Source: an optimization exercise on an open RTL-to-GDS flow (aim: a short achievable clock period and few clock cycles). Production flows keep margins and buffers that such runs may drop. Function was checked by simulation only, so behaviour that the tests miss may differ from the original.

==> inputs of 06-25 <==
==> flow/design.v <==
module abac_dec (
    input  wire        clk,
    input  wire        rst_n,
    input  wire        cmd_valid,
    output wire        cmd_ready,
    input  wire [2:0]  cmd_op,
    input  wire [5:0]  cmd_ctx,
    input  wire [9:0]  cmd_c0,
    input  wire [9:0]  cmd_c1,
    input  wire [15:0] cmd_max,
    input  wire        in_valid,
    output wire        in_ready,
    input  wire [7:0]  in_byte,
    output reg         rsp_valid,
    output reg         rsp_sym,
    output reg  [9:0]  rsp_c0,
    output reg  [9:0]  rsp_c1
);
    localparam [2:0] OP_DEC_INIT    = 3'd0;
    localparam [2:0] OP_DEC_SYM     = 3'd1;
    localparam [2:0] OP_DEC_FLUSH   = 3'd2;
    localparam [2:0] OP_CTX_SET     = 3'd3;
    localparam [2:0] OP_CTX_GET     = 3'd4;
    localparam [2:0] OP_CTX_HALVE   = 3'd5;
    localparam [2:0] OP_TBL_RESCALE = 3'd6;
    localparam [2:0] OP_TBL_INIT    = 3'd7;
    localparam [3:0] S_IDLE   = 4'd0;
    localparam [3:0] S_INIT   = 4'd1;   
    localparam [3:0] S_LOAD   = 4'd2;   
    localparam [3:0] S_DIVN   = 4'd3;   
    localparam [3:0] S_SYM    = 4'd4;   
    localparam [3:0] S_DIVQ   = 4'd5;   
    localparam [3:0] S_NARROW = 4'd6;   
    localparam [3:0] S_RENORM = 4'd7;   
    localparam [3:0] S_FLUSH  = 4'd8;   
    localparam [3:0] S_RESC   = 4'd9;   
    reg  [3:0]  state;
    reg  [9:0]  ctx_c0 [0:63];
    reg  [9:0]  ctx_c1 [0:63];
    reg         open;        
    reg  [15:0] low;
    reg  [15:0] high;
    reg  [15:0] code;
    reg  [15:0] max_count;   
    reg  [15:0] bit_count;   
    reg  [4:0]  init_cnt;
    reg  [7:0]  ibuf;        
    reg  [3:0]  ibits;       
    reg  [5:0]  cur_ctx;
    reg  [9:0]  cur_c0;
    reg  [10:0] cur_w;
    reg         cur_sym;
    reg  [16:0] div_rem;
    reg  [16:0] div_num;
    reg  [16:0] div_d;
    reg  [16:0] div_q;
    reg  [4:0]  div_cnt;
    wire [16:0] range = {1'b0, high} - {1'b0, low} + 17'd1;
    wire [16:0] cpos  = {1'b0, code} - {1'b0, low} + 17'd1;
    wire [9:0]  rd_c0 = ctx_c0[cur_ctx];
    wire [9:0]  rd_c1 = ctx_c1[cur_ctx];
    wire [10:0] rd_w  = {1'b0, rd_c0} + {1'b0, rd_c1};
    wire [27:0] pos_num = cpos * rd_w - 28'd1;
    wire [26:0] split_num = range * cur_c0;
    wire        dec_s  = (div_q[9:0] >= cur_c0);
    wire [10:0] upd_c0 = {1'b0, rd_c0} + {10'd0, ~dec_s};
    wire [10:0] upd_c1 = {1'b0, rd_c1} + {10'd0,  dec_s};
    wire        upd_halve = (upd_c0 + upd_c1) >= 11'd1024;
    wire [9:0]  new_c0 = upd_halve ? (upd_c0[10:1] + 10'd1) : upd_c0[9:0];
    wire [9:0]  new_c1 = upd_halve ? (upd_c1[10:1] + 10'd1) : upd_c1[9:0];
    wire [17:0] div_try = {div_rem, div_num[16]};
    wire        div_ge  = div_try >= {1'b0, div_d};
    wire [17:0] div_sub = div_try - {1'b0, div_d};
    wire        ren_emit  = (low[15] == high[15]);
    wire        ren_defer = low[14] & ~high[14];
    wire        ren_step  = ren_emit | ren_defer;
    wire        budget_ok = bit_count < max_count;
    wire        need_byte = budget_ok && (ibits == 4'd0);
    wire        bit_rdy   = !need_byte || in_valid;
    wire        next_bit  = !budget_ok ? 1'b0 :
                            (ibits != 4'd0) ? ibuf[7] : in_byte[7];
    wire        reading = (state == S_INIT) ||
                          (state == S_FLUSH && budget_ok) ||
                          (state == S_RENORM && ren_step);
    assign in_ready  = reading && need_byte;
    wire [9:0]  cmd_rd_c0 = ctx_c0[cmd_ctx];
    wire [9:0]  cmd_rd_c1 = ctx_c1[cmd_ctx];
    wire [9:0]  rs_c0     = ctx_c0[cur_ctx];
    wire [9:0]  rs_c1     = ctx_c1[cur_ctx];
    wire [10:0] rs_w      = {1'b0, rs_c0} + {1'b0, rs_c1};
    assign cmd_ready = (state == S_IDLE);
    wire   cmd_fire  = cmd_valid && cmd_ready;
    task take_bit;
        begin
            if (budget_ok) begin
                bit_count <= bit_count + 16'd1;
                if (ibits == 4'd0) begin
                    ibuf  <= {in_byte[6:0], 1'b0};
                    ibits <= 4'd7;
                end else begin
                    ibuf  <= {ibuf[6:0], 1'b0};
                    ibits <= ibits - 4'd1;
                end
            end
        end
    endtask
    integer i;
    always @(posedge clk) begin
        if (!rst_n) begin
            state     <= S_IDLE;
            open      <= 1'b0;
            low       <= 16'h0000;
            high      <= 16'hFFFF;
            code      <= 16'h0000;
            max_count <= 16'd0;
            bit_count <= 16'd0;
            init_cnt  <= 5'd0;
            ibuf      <= 8'd0;
            ibits     <= 4'd0;
            cur_ctx   <= 6'd0;
            cur_c0    <= 10'd0;
            cur_w     <= 11'd0;
            cur_sym   <= 1'b0;
            div_rem   <= 17'd0;
            div_num   <= 17'd0;
            div_d     <= 17'd0;
            div_q     <= 17'd0;
            div_cnt   <= 5'd0;
            rsp_valid <= 1'b0;
            rsp_sym   <= 1'b0;
            rsp_c0    <= 10'd0;
            rsp_c1    <= 10'd0;
            for (i = 0; i < 64; i = i + 1) begin
                ctx_c0[i] <= 10'd1;
                ctx_c1[i] <= 10'd1;
            end
        end else begin
            rsp_valid <= 1'b0;
            case (state)
            S_IDLE: begin
                if (cmd_fire) begin
                    case (cmd_op)
                    OP_DEC_INIT: begin
                        open      <= 1'b0;
                        max_count <= cmd_max;
                        bit_count <= 16'd0;
                        code      <= 16'h0000;
                        init_cnt  <= 5'd0;
                        state     <= S_INIT;
                    end
                    OP_DEC_SYM: begin
                        if (open) begin
                            cur_ctx <= cmd_ctx;
                            state   <= S_LOAD;
                        end
                    end
                    OP_DEC_FLUSH: begin
                        if (open)
                            state <= S_FLUSH;
                    end
                    OP_CTX_SET: begin
                        ctx_c0[cmd_ctx] <= cmd_c0;
                        ctx_c1[cmd_ctx] <= cmd_c1;
                    end
                    OP_CTX_GET: begin
                        rsp_valid <= 1'b1;
                        rsp_sym   <= 1'b0;
                        rsp_c0    <= cmd_rd_c0;
                        rsp_c1    <= cmd_rd_c1;
                    end
                    OP_CTX_HALVE: begin
                        ctx_c0[cmd_ctx] <= (cmd_rd_c0 >> 1) + 10'd1;
                        ctx_c1[cmd_ctx] <= (cmd_rd_c1 >> 1) + 10'd1;
                    end
                    OP_TBL_RESCALE: begin
                        cur_ctx <= 6'd0;
                        state   <= S_RESC;
                    end
                    OP_TBL_INIT: begin
                        for (i = 0; i < 64; i = i + 1) begin
                            ctx_c0[i] <= 10'd1;
                            ctx_c1[i] <= 10'd1;
                        end
                    end
                    endcase
                end
            end
            S_INIT: begin
                if (bit_rdy) begin
                    take_bit;
                    code     <= {code[14:0], next_bit};
                    init_cnt <= init_cnt + 5'd1;
                    if (init_cnt == 5'd15) begin
                        low   <= 16'h0000;
                        high  <= 16'hFFFF;
                        open  <= 1'b1;
                        state <= S_IDLE;
                    end
                end
            end
            S_LOAD: begin
                cur_c0  <= rd_c0;
                cur_w   <= rd_w;
                div_d   <= range;
                div_rem <= pos_num[26:10];
                div_num <= {pos_num[9:0], 7'd0};
                div_q   <= 17'd0;
                div_cnt <= 5'd0;
                state   <= S_DIVN;
            end
            S_DIVN: begin
                div_rem <= div_ge ? div_sub[16:0] : div_try[16:0];
                div_num <= {div_num[15:0], 1'b0};
                div_q   <= {div_q[15:0], div_ge};
                div_cnt <= div_cnt + 5'd1;
                if (div_cnt == 5'd9)
                    state <= S_SYM;
            end
            S_SYM: begin
                cur_sym <= dec_s;
                ctx_c0[cur_ctx] <= new_c0;
                ctx_c1[cur_ctx] <= new_c1;
                div_d   <= {6'd0, cur_w};
                div_rem <= {7'd0, split_num[26:17]};
                div_num <= split_num[16:0];
                div_q   <= 17'd0;
                div_cnt <= 5'd0;
                state   <= S_DIVQ;
            end
            S_DIVQ: begin
                div_rem <= div_ge ? div_sub[16:0] : div_try[16:0];
                div_num <= {div_num[15:0], 1'b0};
                div_q   <= {div_q[15:0], div_ge};
                div_cnt <= div_cnt + 5'd1;
                if (div_cnt == 5'd16)
                    state <= S_NARROW;
            end
            S_NARROW: begin
                if (!cur_sym)
                    high <= low + div_q[15:0] - 16'd1;
                else
                    low  <= low + div_q[15:0];
                state <= S_RENORM;
            end
            S_RENORM: begin
                if (ren_step) begin
                    if (bit_rdy) begin
                        take_bit;
                        if (ren_emit) begin
                            low  <= {low[14:0], 1'b0};
                            high <= {high[14:0], 1'b1};
                            code <= {code[14:0], next_bit};
                        end else begin
                            low  <= {1'b0, low[13:0], 1'b0};
                            high <= {1'b1, high[13:0], 1'b1};
                            code <= {~code[14], code[13:0], next_bit};
                        end
                    end
                end else begin
                    rsp_valid <= 1'b1;
                    rsp_sym   <= cur_sym;
                    rsp_c0    <= 10'd0;
                    rsp_c1    <= 10'd0;
                    state     <= S_IDLE;
                end
            end
            S_FLUSH: begin
                if (!budget_ok) begin
                    ibits <= 4'd0;
                    open  <= 1'b0;
                    state <= S_IDLE;
                end else if (bit_rdy) begin
                    take_bit;
                end
            end
            S_RESC: begin
                if (rs_w > 11'd16) begin
                    ctx_c0[cur_ctx] <= (rs_c0 >> 1) + 10'd1;
                    ctx_c1[cur_ctx] <= (rs_c1 >> 1) + 10'd1;
                end
                cur_ctx <= cur_ctx + 6'd1;
                if (cur_ctx == 6'd63)
                    state <= S_IDLE;
            end
            default: state <= S_IDLE;
            endcase
        end
    end
endmodule
==> flow/run.sh <==
#!/bin/bash
# synth_recipe.tcl (not shown) runs the flow's synth.tcl, then flattens the netlist and writes it again
# the make line also repeats each setting of config.mk as NAME=value (left out here)
make -C /OpenROAD-flow-scripts/flow DESIGN_CONFIG=/design/flow/config.mk WORK_HOME=/design/flow/orfs CLKGATE_MAP_FILE= SYNTH_SCRIPT=/design/flow/synth_recipe.tcl finish
==> flow/config.mk <==
export PLATFORM = sky130hd
export DESIGN_NAME = abac_dec
export DESIGN_NICKNAME = abac_dec
export VERILOG_FILES = /design/flow/design.v
export SDC_FILE = /design/flow/constraint.sdc
export NUM_CORES = 4
export LEC_CHECK = 0
export CAP_MARGIN = 20
export CORE_MARGIN = 2
export CORE_UTILIZATION = 40
export PLACE_DENSITY = 0.6
export SLEW_MARGIN = 20
==> flow/constraint.sdc <==
create_clock -name core_clock -period 12.0 [get_ports {clk}]
set_input_delay 2.4000 -clock core_clock [delete_from_list [all_inputs] [get_ports {clk}]]
set_output_delay 2.4000 -clock core_clock [all_outputs]
set_load 0.01 [all_outputs]
==> 09-03: changes against 06-25 <==
--- a/flow/design.v
+++ b/flow/design.v
@@ -54,4 +54,6 @@
     reg  [16:0] div_num;
     reg  [16:0] div_d;
+    reg  [12:0] div_d3;      
+    reg  [17:0] div_n18;     
     reg  [16:0] div_q;
     reg  [4:0]  div_cnt;
@@ -69,7 +71,23 @@
     wire [9:0]  new_c0 = upd_halve ? (upd_c0[10:1] + 10'd1) : upd_c0[9:0];
     wire [9:0]  new_c1 = upd_halve ? (upd_c1[10:1] + 10'd1) : upd_c1[9:0];
-    wire [17:0] div_try = {div_rem, div_num[16]};
-    wire        div_ge  = div_try >= {1'b0, div_d};
-    wire [17:0] div_sub = div_try - {1'b0, div_d};
+    wire [13:0] div_try = {div_rem[11:0], div_n18[17:16]};
+    wire [13:0] d1      = {3'd0, div_d[10:0]};
+    wire [13:0] d2      = {2'd0, div_d[10:0], 1'b0};
+    wire [13:0] d3      = {1'd0, div_d3};
+    wire        ge3     = div_try >= d3;
+    wire        ge2     = div_try >= d2;
+    wire        ge1     = div_try >= d1;
+    wire [1:0]  qdig    = ge3 ? 2'd3 : ge2 ? 2'd2 : ge1 ? 2'd1 : 2'd0;
+    wire [13:0] div_nr  = ge3 ? div_try - d3 : ge2 ? div_try - d2 : ge1 ? div_try - d1 : div_try;
+    wire [15:0] qv      = div_q[15:0];
+    wire        s_new   = ({1'b0, code} - {1'b0, low}) >= {1'b0, qv};
+    wire [9:0]  rq_c0   = ctx_c0[cur_ctx];
+    wire [9:0]  rq_c1   = ctx_c1[cur_ctx];
+    wire [10:0] uq_c0   = {1'b0, rq_c0} + {10'd0, ~s_new};
+    wire [10:0] uq_c1   = {1'b0, rq_c1} + {10'd0,  s_new};
+    wire        uq_h    = (uq_c0 + uq_c1) >= 11'd1024;
+    wire [9:0]  nq_c0   = uq_h ? (uq_c0[10:1] + 10'd1) : uq_c0[9:0];
+    wire [9:0]  nq_c1   = uq_h ? (uq_c1[10:1] + 10'd1) : uq_c1[9:0];
+    wire [26:0] split_ld = range * rd_c0;
     wire        ren_emit  = (low[15] == high[15]);
     wire        ren_defer = low[14] & ~high[14];
@@ -125,4 +143,6 @@
             div_num   <= 17'd0;
             div_d     <= 17'd0;
+            div_d3    <= 13'd0;
+            div_n18   <= 18'd0;
             div_q     <= 17'd0;
             div_cnt   <= 5'd0;
@@ -202,26 +222,8 @@
                 cur_c0  <= rd_c0;
                 cur_w   <= rd_w;
-                div_d   <= range;
-                div_rem <= pos_num[26:10];
-                div_num <= {pos_num[9:0], 7'd0};
-                div_q   <= 17'd0;
-                div_cnt <= 5'd0;
-                state   <= S_DIVN;
-            end
-            S_DIVN: begin
-                div_rem <= div_ge ? div_sub[16:0] : div_try[16:0];
-                div_num <= {div_num[15:0], 1'b0};
-                div_q   <= {div_q[15:0], div_ge};
-                div_cnt <= div_cnt + 5'd1;
-                if (div_cnt == 5'd9)
-                    state <= S_SYM;
-            end
-            S_SYM: begin
-                cur_sym <= dec_s;
-                ctx_c0[cur_ctx] <= new_c0;
-                ctx_c1[cur_ctx] <= new_c1;
-                div_d   <= {6'd0, cur_w};
-                div_rem <= {7'd0, split_num[26:17]};
-                div_num <= split_num[16:0];
+                div_d   <= {6'd0, rd_w};
+                div_d3  <= {2'd0, rd_w} + {1'b0, rd_w, 1'b0};
+                div_rem <= {8'd0, split_ld[26:18]};
+                div_n18 <= split_ld[17:0];
                 div_q   <= 17'd0;
                 div_cnt <= 5'd0;
@@ -229,16 +231,19 @@
             end
             S_DIVQ: begin
-                div_rem <= div_ge ? div_sub[16:0] : div_try[16:0];
-                div_num <= {div_num[15:0], 1'b0};
-                div_q   <= {div_q[15:0], div_ge};
+                div_rem <= {3'd0, div_nr};
+                div_n18 <= {div_n18[15:0], 2'b00};
+                div_q   <= {div_q[14:0], qdig};
                 div_cnt <= div_cnt + 5'd1;
-                if (div_cnt == 5'd16)
+                if (div_cnt == 5'd8)
                     state <= S_NARROW;
             end
             S_NARROW: begin
-                if (!cur_sym)
-                    high <= low + div_q[15:0] - 16'd1;
+                cur_sym <= s_new;
+                ctx_c0[cur_ctx] <= nq_c0;
+                ctx_c1[cur_ctx] <= nq_c1;
+                if (!s_new)
+                    high <= low + qv - 16'd1;
                 else
-                    low  <= low + div_q[15:0];
+                    low  <= low + qv;
                 state <= S_RENORM;
             end
==> results.cfg <==
[outcome]
outcome = finished clean

[final_layout]
flops_and_latches = 1490
num_antenna_cells = 6

[synth]
synthTopCellsByArea = edfxtp_1 (43%), mux4_2 (19%), nor2_1 (5.6%)
-- figures above: 09-03

==> results.cfg <==
[outcome]
outcome = finished clean

[sta]
worst_pin_slew_ns = 1.35

[final_layout]
flops_and_latches = 1509
num_antenna_cells = 8

[synth]
synthTopCellsByArea = edfxtp_1 (41%), mux4_2 (16%), fa_1 (5.6%)
-- figures above: 06-25

Testbench counts of 06-25, summed over its fixed seeds: cycles 527,022.
Testbench counts of 09-03, summed over its fixed seeds: cycles 223,953.

static timing again, ports no longer ideal:
The results above use ideal ports. As a check the final layouts listed here were re-extracted and re-timed, cells and wires unchanged.
Step 1 assumes that a clkbuf_16 drives the clock port and a buf_2 every other input.
Step 2 also shifts input and output timing later by t, the mid clock arrival at the registers, as if the neighbouring blocks saw the same clock.
Slacks: no drivers / after step 1 / after step 2; pairs: no drivers / after step 1.
| run | t (ns) | setup slack, ns | hold WS [ns] | slew at the worst register clock pin (ns) | worst slew at a driven data input, ns |
|---|---|---|---|---|---|
| 06-25 | 0.933 | 0.817 / 0.817 / 0.817 | 0.454 / 0.454 / 0.454 | 0.07 / 0.07 | 0.17 |
| 09-03 | 0.918 | 0.684 / 0.684 / 0.684 | 0.454 / 0.454 / 0.454 | 0.07 / 0.07 | 0.14 |
After both steps setup and hold are still met in every run listed.
